This design comes from an exercise in tuning for small area on the open sky130 flow, not from production work. The RTL was checked by simulation tests, not by an equivalence proof against the original design. Power is estimated from default activity; no workload was simulated.

==> inputs of lagoon <==
// dcpu16_core
module dcpu16_core (
    input  wire        clk,
    input  wire        rst,
    output reg         mem_req,
    output reg         mem_we,
    output wire [15:0] mem_addr,
    output wire [15:0] mem_wdata,
    input  wire        mem_ack,
    input  wire [15:0] mem_rdata,
    output wire        halted
);
Settings: LEC_CHECK=0, ABC_AREA=1, CAP_MARGIN=30, CORE_MARGIN=2, CORE_UTILIZATION=30, CTS_BUF_LIST=sky130_fd_sc_hd__clkbuf_8, GPL_TIMING_DRIVEN=0, SLEW_MARGIN=30; clock period 10.0 ns.
run.sh (not shown) runs the stock make flow with config.mk's settings and CLKGATE_MAP_FILE= SYNTH_SCRIPT=/design/flow/synth_recipe.tcl, a recipe that flattens the netlist after the stock synthesis.
==> inputs of violet, as changes to lagoon <==
--- a/flow/design.v
+++ b/flow/design.v
@@ -36,22 +36,19 @@
                      S_EXC   = 5'd16,   
                      S_WB    = 5'd17,   
                      S_WR    = 5'd18,   
                      S_JPC   = 5'd19,   
                      S_JSP   = 5'd20,   
                      S_I0    = 5'd21,   
-                     S_ISP2  = 5'd22,   
                      S_IRA   = 5'd23,   
                      S_IA    = 5'd24,   
                      S_IIA   = 5'd25,   
-                     S_HWQ0  = 5'd26,   
-                     S_HWQ1  = 5'd27,   
+                     S_HWQ   = 5'd26,   
                      S_HALT  = 5'd28,
-                     S_COND  = 5'd29,   
-                     S_I1    = 5'd30,   
-                     S_LOGIC = 5'd31;   
+                     S_LOGIC = 5'd31,   
+                     S_DIV2  = 5'd29;   
     reg [4:0] state;
     reg [15:0] g0, g1, g2, g3, g4, g5, g6, g7;   
     reg [15:0] s0, s1;                           
     reg [2:0]  rp;           
     reg        clr;          
     wire       sclr = clr && rp[2:1] == 2'b00;    
@@ -63,12 +60,13 @@
     reg [15:0] r;            
     reg [4:0]  cnt;
     reg        ph;           
     reg        skip;
     reg        c;            
     reg        iph;          
+    reg        p2;           
     assign mem_addr  = adr;
     assign mem_wdata = vb;
     assign halted    = (state == S_HALT);
     wire [3:0] op    = ir[3:0];
     wire [5:0] bcode = ir[9:4];
     wire [5:0] acode = ir[15:10];
@@ -128,13 +126,13 @@
     wire [15:0] x = ({16{xsel[0] & !clr}}  & g0) |
                     ({16{xsel[1] & !sclr}} & s0) |
                     ({16{xsel[2]}} & pc) |
                     ({16{xsel[3]}} & ex) |
                     ({16{xsel[4]}} & vb) |
                     ({16{xsel[5]}} & r)  |
-                    ({16{xsel[6]}} & {r[14:0], vb[15]}) |
+                    ({16{xsel[6]}} & {r[14:0], vb[15] & !p2}) |
                     ({16{xsel[7]}} & {11'd0, cd[4:0]}) |
                     ({16{xsel[8]}} & va);
     wire [15:0] y = ((va & {16{yva}}) | {15'd0, k1}) ^ {16{yinv}};
     wire [15:0] ap = x ^ y;
     wire [15:0] ag = x & y;
     reg  [16:0] cy;
@@ -152,46 +150,47 @@
                       (ap[k+3] & ap[k+2] & ap[k+1] & ap[k] & cy[k]);
         end
         sum = ap ^ cy[15:0];
     end
     wire cout = cy[16];
     wire [15:0] za = sum;
-    wire [15:0] z = za & {16{!rst}};    
+    wire [15:0] z = za;
     wire zzero = (za == 16'h0000);
-    reg  zf;                             
     reg  sgn;                            
     wire ns = r[15] ^ cout ^ !sgn;
     wire qb = !ns & (op_div | op_mod);   
     wire       al_sp  = !rp[0];
     wire       al_ia  = rp[0];
     wire       va_zero = (va == 16'h0000);
     wire       va_big  = (va[15:5] != 11'd0);
     reg        gwe, swe;                  
     reg        pc_ld, adr_ld, vb_ld, r_ld, ex_ld, va_ld;
     reg        va_rd, ir_rd;              
     reg        val_ld;                    
     reg [4:0]  nstate;
-    reg        skip_n, c_ld, iph_n, ph_n;
+    reg        skip_n, c_ld, iph_n, ph_n, p2_n;
     reg [1:0]  cnt_op;                    
     reg [4:0]  cnt_in;
     reg [1:0]  sh;                        
     reg        adv;                       
     reg        sgn_clr;
     wire [4:0] after_a = (d_mem && (s_nw || s_mem)) ? S_REST : S_EXEC;
     wire [4:0] to_a    = s_nw ? (d_mem ? S_APC : S_NW) : S_LOC;
     wire       go_a    = !ph && has_s;
     wire [4:0] next_op = go_a ? to_a : after_a;
     wire [4:0] to_dst  = d_mem ? S_WR : S_WB;
+    wire       div_more = op_div && !p2 && !va_zero;
+    wire [4:0] wb_done  = div_more ? S_DIV2 : S_F0;
     always @(*) begin
         gwe = 1'b0; swe = 1'b0;
         pc_ld = 1'b0; adr_ld = 1'b0; vb_ld = 1'b0; r_ld = 1'b0; ex_ld = 1'b0; va_ld = 1'b0;
         va_rd = 1'b0; ir_rd = 1'b0; val_ld = 1'b0;
         xsel = X_0; yva = 1'b0; yinv = 1'b0; k1 = 1'b0; cin = 1'b0; 
         mem_req = 1'b0; mem_we = 1'b0;
         nstate = state;
-        skip_n = skip; c_ld = 1'b0; iph_n = iph; ph_n = ph;
+        skip_n = skip; c_ld = 1'b0; iph_n = iph; ph_n = ph; p2_n = p2;
         cnt_op = 2'd0; cnt_in = 5'd0;
         sh = 2'd0; adv = 1'b0; sgn_clr = 1'b0;
         case (state)
             S_F0: begin
                 xsel = X_PC; adr_ld = 1'b1;
                 nstate = S_FETCH;
@@ -202,13 +201,13 @@
                 if (mem_ack) begin
                     ir_rd = 1'b1; pc_ld = 1'b1; adr_ld = 1'b1;
                     nstate = S_DEC;
                 end
             end
             S_DEC: begin
-                ph_n = !has_d;
+                ph_n = !has_d; p2_n = 1'b0;
                 if (!is_basic && !ext_assigned)
                     nstate = S_HALT;
                 else if (skip)
                     nstate = S_SKIP;
                 else if (has_d)
                     nstate = d_nw ? S_NW : S_LOC;
@@ -311,14 +310,14 @@
                         end
                         OP_DIV, OP_MOD: begin
                             if (va_zero) begin
                                 vb_ld = 1'b1; ex_ld = op_div;
                                 nstate = to_dst;
                             end else begin
-                                ex_ld = op_div; r_ld = 1'b1; sgn_clr = 1'b1;
-                                cnt_op = 2'd1; cnt_in = op_div ? 5'd0 : 5'd16;
+                                r_ld = 1'b1; sgn_clr = 1'b1; p2_n = 1'b0;
+                                cnt_op = 2'd1; cnt_in = 5'd16;
                                 nstate = S_STEP;
                             end
                         end
                         OP_SHL, OP_SHR: begin
                             cnt_op = 2'd1; cnt_in = va[4:0];
                             if (va_big) begin
@@ -340,35 +339,40 @@
                             c_ld = 1'b1;
                             if (op == OP_AND || op == OP_XOR || op == OP_IFB) begin
                                 r_ld = 1'b1;
                                 cnt_op = 2'd1; cnt_in = (op == OP_XOR) ? 5'd4 : 5'd2;
                                 nstate = S_LOGIC;
                             end else if (is_cond) begin
-                                nstate = S_COND;
+                                case (op)
+                                    OP_IFE:  skip_n = !zzero;
+                                    OP_IFN:  skip_n = zzero;
+                                    default: skip_n = !(cout && !zzero);    
+                                endcase
+                                nstate = S_F0;
                             end else begin
                                 vb_ld = 1'b1;
                                 nstate = (op == OP_ADD || op == OP_SUB) ? S_EXC : to_dst;
                             end
                         end
                     endcase
                 end else begin
                     case (eop)
-                        EOP_JSR: nstate = S_JPC;
+                        EOP_JSR: begin iph_n = 1'b0; nstate = S_JPC; end
                         EOP_INT: nstate = S_I0;
                         EOP_IAG: begin
                             xsel = X_U;
                             if (al_ia) begin vb_ld = 1'b1; nstate = to_dst; end
                         end
                         EOP_IAS: begin
                             yva = 1'b1;
                             if (al_ia) begin swe = 1'b1; nstate = S_F0; end
                         end
                         EOP_HWN: begin
                             vb_ld = 1'b1; nstate = to_dst;
                         end
-                        EOP_HWQ: nstate = S_HWQ0;
+                        EOP_HWQ: begin cnt_op = 2'd1; cnt_in = 5'd8; nstate = S_HWQ; end
                         default: nstate = S_F0;      
                     endcase
                 end
             end
             S_LOGIC: begin
                 cnt_op = 2'd2;
@@ -377,25 +381,16 @@
                 end else begin
                     xsel = X_R; yva = 1'b1; yinv = 1'b1; cin = 1'b1;
                     va_ld = (cnt == 5'd3);
                     r_ld  = (cnt == 5'd2);
                     vb_ld = (cnt == 5'd1);
                 end
-                if (cnt == 5'd1) nstate = is_cond ? S_COND : to_dst;
-            end
-            S_COND: begin
-                case (op)
-                    OP_IFE:  skip_n = !zf;
-                    OP_IFN:  skip_n = zf;
-                    OP_IFG:  skip_n = !(c && !zf);    
-                    default: skip_n = zf;
-                endcase
-                nstate = S_F0;
-            end
-            S_I1: begin
-                nstate = zf ? S_F0 : S_JPC;
+                if (cnt == 5'd1) begin
+                    nstate = is_cond ? S_F0 : to_dst;
+                    if (is_cond) skip_n = zzero;               
+                end
             end
             S_SHR1: begin
                 vb_ld = 1'b1;
                 nstate = (va[4:0] == 5'd0) ? S_POST : S_STEP;
             end
             S_STEP: begin
@@ -404,20 +399,25 @@
                     xsel = X_R; yva = (op == OP_MUL) & vb[0];
                     sh = 2'd1;
                 end else begin
                     xsel = X_RSH; yva = (op != OP_SHL); yinv = !sgn; cin = !sgn;
                     sh = 2'd2;
                 end
-                if (cnt == 5'd1) nstate = op_div ? to_dst : S_POST;
+                if (cnt == 5'd1) nstate = (op_div && !p2) ? to_dst : S_POST;
             end
             S_POST: begin
-                xsel = (op == OP_SHR) ? X_VB : X_R;
+                xsel = (op == OP_SHR || op_div) ? X_VB : X_R;
                 yva  = op_mod;
                 r_ld  = op_mod && sgn;
-                ex_ld = !op_mod;                  
-                nstate = (op == OP_SHR || op_mod) ? S_POST2 : to_dst;
+                ex_ld = !op_mod && !(op_div && cd == OPC_EX);    
+                nstate = op_div ? (d_mem ? S_FETCH : S_F0) : (op == OP_SHR || op_mod) ? S_POST2 : to_dst;
+            end
+            S_DIV2: begin
+                p2_n = 1'b1;
+                cnt_op = 2'd1; cnt_in = 5'd16;
+                nstate = S_STEP;
             end
             S_POST2: begin
                 xsel = X_R; vb_ld = 1'b1;
                 nstate = to_dst;
             end
             S_EXC: begin
@@ -425,56 +425,56 @@
                 ex_ld = 1'b1;
                 nstate = to_dst;
             end
             S_WB: begin
                 xsel = X_VB;
                 case (cls)
-                    3'd0: if (g_al) begin gwe = 1'b1; nstate = S_F0; end
-                    3'd4: if (al_sp) begin swe = 1'b1; nstate = S_F0; end
-                    3'd6: if (al_ia) begin swe = 1'b1; nstate = S_F0; end
+                    3'd0: if (g_al) begin gwe = 1'b1; nstate = wb_done; end
+                    3'd4: if (al_sp) begin swe = 1'b1; nstate = wb_done; end
+                    3'd6: if (al_ia) begin swe = 1'b1; nstate = wb_done; end
                     default: begin
                         if (cd == OPC_PC) begin
-                            pc_ld = 1'b1; adr_ld = 1'b1; nstate = S_FETCH;
+                            pc_ld = 1'b1; adr_ld = 1'b1; nstate = div_more ? S_DIV2 : S_FETCH;
                         end else if (cd == OPC_EX) begin
-                            ex_ld = 1'b1; nstate = S_F0;
+                            ex_ld = 1'b1; nstate = wb_done;
                         end else
-                            nstate = S_F0;
+                            nstate = wb_done;
                     end
                 endcase
             end
             S_WR: begin
                 mem_req = 1'b1; mem_we = 1'b1;
                 xsel = e_jsr ? X_0 : X_PC; yva = e_jsr;
                 if (mem_ack) begin
                     if (e_jsr) begin
                         pc_ld = 1'b1; adr_ld = 1'b1;
                         nstate = S_FETCH;
                     end else if (e_int) begin
                         iph_n = 1'b1;
-                        nstate = iph ? S_IA : S_ISP2;
+                        nstate = iph ? S_IA : S_JSP;
                     end else begin
                         adr_ld = 1'b1;
-                        nstate = S_FETCH;
+                        nstate = div_more ? S_DIV2 : S_FETCH;
                     end
                 end
             end
             S_JPC: begin
                 xsel = X_PC; vb_ld = 1'b1;
                 nstate = S_JSP;
             end
-            S_JSP, S_ISP2: begin
+            S_JSP: begin
                 xsel = X_U; yinv = 1'b1;
                 if (al_sp) begin
                     swe = 1'b1; adr_ld = 1'b1;
-                    nstate = (state == S_JSP) ? S_WR : S_IRA;
+                    nstate = iph ? S_IRA : S_WR;
                 end
             end
             S_I0: begin
                 xsel = X_U;
                 iph_n = 1'b0;
-                if (al_ia) nstate = S_I1;
+                if (al_ia) nstate = zzero ? S_F0 : S_JPC;
             end
             S_IRA: begin
                 xsel = X_T;
                 if (rp == 3'd0) begin vb_ld = 1'b1; nstate = S_WR; end
             end
             S_IA: begin
@@ -482,28 +482,27 @@
                 if (rp == 3'd0) begin gwe = 1'b1; nstate = S_IIA; end
             end
             S_IIA: begin
                 xsel = X_U;
                 if (al_ia) begin pc_ld = 1'b1; adr_ld = 1'b1; nstate = S_FETCH; end
             end
-            S_HWQ0: begin
-                if (rp == 3'd0) begin gwe = 1'b1; nstate = S_HWQ1; end
-            end
-            S_HWQ1: begin
-                gwe = 1'b1;
-                if (rp == 3'd4) nstate = S_F0;
+            S_HWQ: begin
+                gwe = (rp <= 3'd4);
+                cnt_op = 2'd2;
+                if (cnt == 5'd1) nstate = S_F0;
             end
             default: nstate = S_HALT;    
         endcase
         if (adv) ph_n = go_a;    
         if (val_ld) begin
             if (ph) va_ld = 1'b1; else vb_ld = 1'b1;
         end
         if (rst) begin
             gwe = 1'b0; swe = 1'b0;
             pc_ld = 1'b1; adr_ld = 1'b1; ex_ld = 1'b1;
+            xsel = X_0; yva = 1'b0; yinv = 1'b0; k1 = 1'b0; cin = 1'b0;
             sh = 2'd0;
         end
     end
     wire [15:0] gtap = clr ? 16'h0000 : g0;
     wire [15:0] stap = sclr ? 16'h0000 : s0;
     always @(posedge clk) begin
@@ -516,14 +515,13 @@
         if (sh == 2'd1) begin
             r  <= {cout, z[15:1]};
             vb <= {z[0], vb[15:1]};
         end else if (sh == 2'd2) begin
             r   <= z;
             sgn <= ns;
-            vb  <= {vb[14:0], op_div ? ex[15] : qb};
-            if (op_div) ex <= {ex[14:0], qb};
+            vb  <= {vb[14:0], qb};
         end else begin
             if (vb_ld) vb <= z;
             if (r_ld)  r  <= z;
             if (ex_ld) ex <= z;
         end
         if (rst) begin
@@ -534,16 +532,16 @@
         end else begin
             rp <= rp + 3'd1;
             if (rp == 3'd7) clr <= 1'b0;
             state <= nstate;
             skip  <= skip_n;
             iph   <= iph_n;
+            p2    <= p2_n;
             ph    <= ph_n;
             if (c_ld) c <= cout;
             if (sgn_clr) sgn <= 1'b0;
-            zf <= zzero;
             if (ir_rd)  ir  <= mem_rdata;
             if (va_rd)      va <= mem_rdata;
             else if (va_ld) va <= z;
             case (cnt_op)
                 2'd1: cnt <= cnt_in;
                 2'd2: cnt <= cnt - 5'd1;
==> flow/flow/run.sh (new file) <==
#!/bin/bash
# The standard layout (the standard.sh: standard synthesis, ORFS from
# floorplan to finish), except that:
#  - the input and output ports are buffered with the platform's smallest
#    buffer, sky130_fd_sc_hd__buf_1 (every port still gets its own buffer);
#  - clock tree synthesis adds no dummy loads to the clock nets.
set -euo pipefail
export BUFFER_PORTS_ARGS="-buffer_cell sky130_fd_sc_hd__buf_1"
export CTS_ARGS="-sink_clustering_enable -repair_clock_nets -sink_clustering_size 10 -sink_clustering_max_diameter 45 -buf_list sky130_fd_sc_hd__clkbuf_4 -dont_use_dummy_load"
bash standard.sh > standard.log 2>&1
==> flow/standard.sh (new file) <==
#!/bin/bash
# synth_recipe.tcl (not shown) runs the flow's synth.tcl, then flattens the netlist and writes it again
# the make line also repeats each setting of config.mk as NAME=value (left out here)
make -C /OpenROAD-flow-scripts/flow DESIGN_CONFIG=/design/flow/config.mk WORK_HOME=/design/flow/orfs CLKGATE_MAP_FILE= SYNTH_SCRIPT=/design/flow/synth_recipe.tcl "${@:-finish}"
CTS_BUF_LIST = sky130_fd_sc_hd__clkbuf_4   (was sky130_fd_sc_hd__clkbuf_8)
CTS_CLUSTER_DIAMETER = 45   (was not set)
CTS_CLUSTER_SIZE = 10   (was not set)
removed: flow/run.sh
==> inputs of harbor, as changes to lagoon <==
--- a/flow/design.v
+++ b/flow/design.v
@@ -36,21 +36,17 @@
                      S_EXC   = 5'd16,   
                      S_WB    = 5'd17,   
                      S_WR    = 5'd18,   
                      S_JPC   = 5'd19,   
                      S_JSP   = 5'd20,   
                      S_I0    = 5'd21,   
-                     S_ISP2  = 5'd22,   
                      S_IRA   = 5'd23,   
                      S_IA    = 5'd24,   
                      S_IIA   = 5'd25,   
-                     S_HWQ0  = 5'd26,   
-                     S_HWQ1  = 5'd27,   
+                     S_HWQ   = 5'd26,   
                      S_HALT  = 5'd28,
-                     S_COND  = 5'd29,   
-                     S_I1    = 5'd30,   
                      S_LOGIC = 5'd31;   
     reg [4:0] state;
     reg [15:0] g0, g1, g2, g3, g4, g5, g6, g7;   
     reg [15:0] s0, s1;                           
     reg [2:0]  rp;           
     reg        clr;          
@@ -152,15 +148,14 @@
                       (ap[k+3] & ap[k+2] & ap[k+1] & ap[k] & cy[k]);
         end
         sum = ap ^ cy[15:0];
     end
     wire cout = cy[16];
     wire [15:0] za = sum;
-    wire [15:0] z = za & {16{!rst}};    
+    wire [15:0] z = za;
     wire zzero = (za == 16'h0000);
-    reg  zf;                             
     reg  sgn;                            
     wire ns = r[15] ^ cout ^ !sgn;
     wire qb = !ns & (op_div | op_mod);   
     wire       al_sp  = !rp[0];
     wire       al_ia  = rp[0];
     wire       va_zero = (va == 16'h0000);
@@ -340,35 +335,40 @@
                             c_ld = 1'b1;
                             if (op == OP_AND || op == OP_XOR || op == OP_IFB) begin
                                 r_ld = 1'b1;
                                 cnt_op = 2'd1; cnt_in = (op == OP_XOR) ? 5'd4 : 5'd2;
                                 nstate = S_LOGIC;
                             end else if (is_cond) begin
-                                nstate = S_COND;
+                                case (op)
+                                    OP_IFE:  skip_n = !zzero;
+                                    OP_IFN:  skip_n = zzero;
+                                    default: skip_n = !(cout && !zzero);    
+                                endcase
+                                nstate = S_F0;
                             end else begin
                                 vb_ld = 1'b1;
                                 nstate = (op == OP_ADD || op == OP_SUB) ? S_EXC : to_dst;
                             end
                         end
                     endcase
                 end else begin
                     case (eop)
-                        EOP_JSR: nstate = S_JPC;
+                        EOP_JSR: begin iph_n = 1'b0; nstate = S_JPC; end
                         EOP_INT: nstate = S_I0;
                         EOP_IAG: begin
                             xsel = X_U;
                             if (al_ia) begin vb_ld = 1'b1; nstate = to_dst; end
                         end
                         EOP_IAS: begin
                             yva = 1'b1;
                             if (al_ia) begin swe = 1'b1; nstate = S_F0; end
                         end
                         EOP_HWN: begin
                             vb_ld = 1'b1; nstate = to_dst;
                         end
-                        EOP_HWQ: nstate = S_HWQ0;
+                        EOP_HWQ: begin cnt_op = 2'd1; cnt_in = 5'd8; nstate = S_HWQ; end
                         default: nstate = S_F0;      
                     endcase
                 end
             end
             S_LOGIC: begin
                 cnt_op = 2'd2;
@@ -377,25 +377,16 @@
                 end else begin
                     xsel = X_R; yva = 1'b1; yinv = 1'b1; cin = 1'b1;
                     va_ld = (cnt == 5'd3);
                     r_ld  = (cnt == 5'd2);
                     vb_ld = (cnt == 5'd1);
                 end
-                if (cnt == 5'd1) nstate = is_cond ? S_COND : to_dst;
-            end
-            S_COND: begin
-                case (op)
-                    OP_IFE:  skip_n = !zf;
-                    OP_IFN:  skip_n = zf;
-                    OP_IFG:  skip_n = !(c && !zf);    
-                    default: skip_n = zf;
-                endcase
-                nstate = S_F0;
-            end
-            S_I1: begin
-                nstate = zf ? S_F0 : S_JPC;
+                if (cnt == 5'd1) begin
+                    nstate = is_cond ? S_F0 : to_dst;
+                    if (is_cond) skip_n = zzero;               
+                end
             end
             S_SHR1: begin
                 vb_ld = 1'b1;
                 nstate = (va[4:0] == 5'd0) ? S_POST : S_STEP;
             end
             S_STEP: begin
@@ -447,34 +438,34 @@
                 if (mem_ack) begin
                     if (e_jsr) begin
                         pc_ld = 1'b1; adr_ld = 1'b1;
                         nstate = S_FETCH;
                     end else if (e_int) begin
                         iph_n = 1'b1;
-                        nstate = iph ? S_IA : S_ISP2;
+                        nstate = iph ? S_IA : S_JSP;
                     end else begin
                         adr_ld = 1'b1;
                         nstate = S_FETCH;
                     end
                 end
             end
             S_JPC: begin
                 xsel = X_PC; vb_ld = 1'b1;
                 nstate = S_JSP;
             end
-            S_JSP, S_ISP2: begin
+            S_JSP: begin
                 xsel = X_U; yinv = 1'b1;
                 if (al_sp) begin
                     swe = 1'b1; adr_ld = 1'b1;
-                    nstate = (state == S_JSP) ? S_WR : S_IRA;
+                    nstate = iph ? S_IRA : S_WR;
                 end
             end
             S_I0: begin
                 xsel = X_U;
                 iph_n = 1'b0;
-                if (al_ia) nstate = S_I1;
+                if (al_ia) nstate = zzero ? S_F0 : S_JPC;
             end
             S_IRA: begin
                 xsel = X_T;
                 if (rp == 3'd0) begin vb_ld = 1'b1; nstate = S_WR; end
             end
             S_IA: begin
@@ -482,28 +473,27 @@
                 if (rp == 3'd0) begin gwe = 1'b1; nstate = S_IIA; end
             end
             S_IIA: begin
                 xsel = X_U;
                 if (al_ia) begin pc_ld = 1'b1; adr_ld = 1'b1; nstate = S_FETCH; end
             end
-            S_HWQ0: begin
-                if (rp == 3'd0) begin gwe = 1'b1; nstate = S_HWQ1; end
-            end
-            S_HWQ1: begin
-                gwe = 1'b1;
-                if (rp == 3'd4) nstate = S_F0;
+            S_HWQ: begin
+                gwe = (rp <= 3'd4);
+                cnt_op = 2'd2;
+                if (cnt == 5'd1) nstate = S_F0;
             end
             default: nstate = S_HALT;    
         endcase
         if (adv) ph_n = go_a;    
         if (val_ld) begin
             if (ph) va_ld = 1'b1; else vb_ld = 1'b1;
         end
         if (rst) begin
             gwe = 1'b0; swe = 1'b0;
             pc_ld = 1'b1; adr_ld = 1'b1; ex_ld = 1'b1;
+            xsel = X_0; yva = 1'b0; yinv = 1'b0; k1 = 1'b0; cin = 1'b0;
             sh = 2'd0;
         end
     end
     wire [15:0] gtap = clr ? 16'h0000 : g0;
     wire [15:0] stap = sclr ? 16'h0000 : s0;
     always @(posedge clk) begin
@@ -537,13 +527,12 @@
             state <= nstate;
             skip  <= skip_n;
             iph   <= iph_n;
             ph    <= ph_n;
             if (c_ld) c <= cout;
             if (sgn_clr) sgn <= 1'b0;
-            zf <= zzero;
             if (ir_rd)  ir  <= mem_rdata;
             if (va_rd)      va <= mem_rdata;
             else if (va_ld) va <= z;
             case (cnt_op)
                 2'd1: cnt <= cnt_in;
                 2'd2: cnt <= cnt - 5'd1;
CTS_CLUSTER_DIAMETER = 60   (was not set)
CTS_CLUSTER_SIZE = 14   (was not set)
==> results.py <==
metrics = {
    "worst_setup_path": {
        "r2r_start": "ph",
        "cp-startpoint": "rst",
    },
    "floorplan": {
        "die_h_microns": 215,
    },
    "power": {
        "pg_seq_mw": 1.58,
    },
    "timing": {
        "fin_worst_skew_ns": 0.125,
        "layout_min_cycle_time_ns": 7.92,
    },
    "yosys": {
        "synth_adder_area_share": 0.0285,
        "syn_area_per_cell_sq_um": 8.65,
    },
    "global_routing": {
        "grt_max_degree": 17,
        "grt_first_pass_wirelength_microns": 71000,
    },
    "finish": {
        "buf_share": 0.0310,
        "seq_share": 0.480,
    },
    "worst_hold_path": {
        "worstHoldStart": "g2[15]",
    },
    "place": {
        "numPortBuffers": 52,
        "dpl.hpwl_microns": 38100,
    },
    "outcome": {
        "status": "timing/DRC/antenna clean",
    },
}
Source of the figures above: violet

==> results.py <==
metrics = {
    "outcome": {
        "status": "timing/DRC/antenna clean",
    },
    "timing": {
        "layout_min_cycle_time_ns": 7.14,
    },
    "worst_setup_path": {
        "cp-startpoint": "state[1]",
    },
    "power": {
        "pg_seq_mw": 1.53,
    },
    "global_routing": {
        "grt_max_degree": 17,
    },
    "worst_hold_path": {
        "worstHoldStart": "g6[15]",
    },
    "place": {
        "numPortBuffers": 53,
    },
    "yosys": {
        "syn_area_per_cell_sq_um": 8.48,
    },
    "floorplan": {
        "die_h_microns": 217,
    },
}
Source of the figures above: lagoon

==> results.py <==
metrics = {
    "outcome": {
        "status": "timing/DRC/antenna clean",
    },
    "power": {
        "pg_seq_mw": 1.59,
    },
    "worst_hold_path": {
        "worstHoldStart": "g5[13]",
    },
    "finish": {
        "seq_share": 0.455,
        "buf_share": 0.0494,
    },
    "yosys": {
        "synth_adder_area_share": 0.0284,
        "syn_area_per_cell_sq_um": 8.64,
    },
    "place": {
        "dpl.hpwl_microns": 37900,
        "numPortBuffers": 52,
    },
    "global_routing": {
        "grt_first_pass_wirelength_microns": 71800,
    },
    "timing": {
        "fin_worst_skew_ns": 0.0442,
    },
    "floorplan": {
        "die_h_microns": 215,
    },
    "worst_setup_path": {
        "r2r_start": "state[0]",
    },
}
Source of the figures above: harbor

==> re-timing with driven ports <==
Ports are ideal in the flow. The routed layouts listed here were re-timed in OpenROAD. Step 1, drivers: a clkbuf_16 drives clk and a buf_2 each remaining input, both assumed. Step 2 adds t to the input delays and takes it off the output delays; t is the mean of the earliest and latest rising clock arrival at the registers after step 1. Input paths then give back, and output paths get back, about the clock's delay inside the block. Slacks: ideal ports / drivers / drivers and shift; pairs: ideal ports / drivers.
run | t, ns | setup WS [ns] | latest minus earliest clock arrival (ns) | worst data-port slew with drivers (ns)
lagoon | 0.627 | 2.862 / 2.862 / 2.862 | 0.034 / 0.034 | 0.05
violet | 0.701 | 2.083 / 2.109 / 1.408 | 0.125 / 0.125 | 0.05
harbor | 0.684 | 1.813 / 1.833 / 1.149 | 0.044 / 0.044 | 0.04
After both steps every run listed still meets setup and hold. The setup slack of violet, which loses most, moves by +0.026 ns with the drivers and by -0.675 ns with both steps.
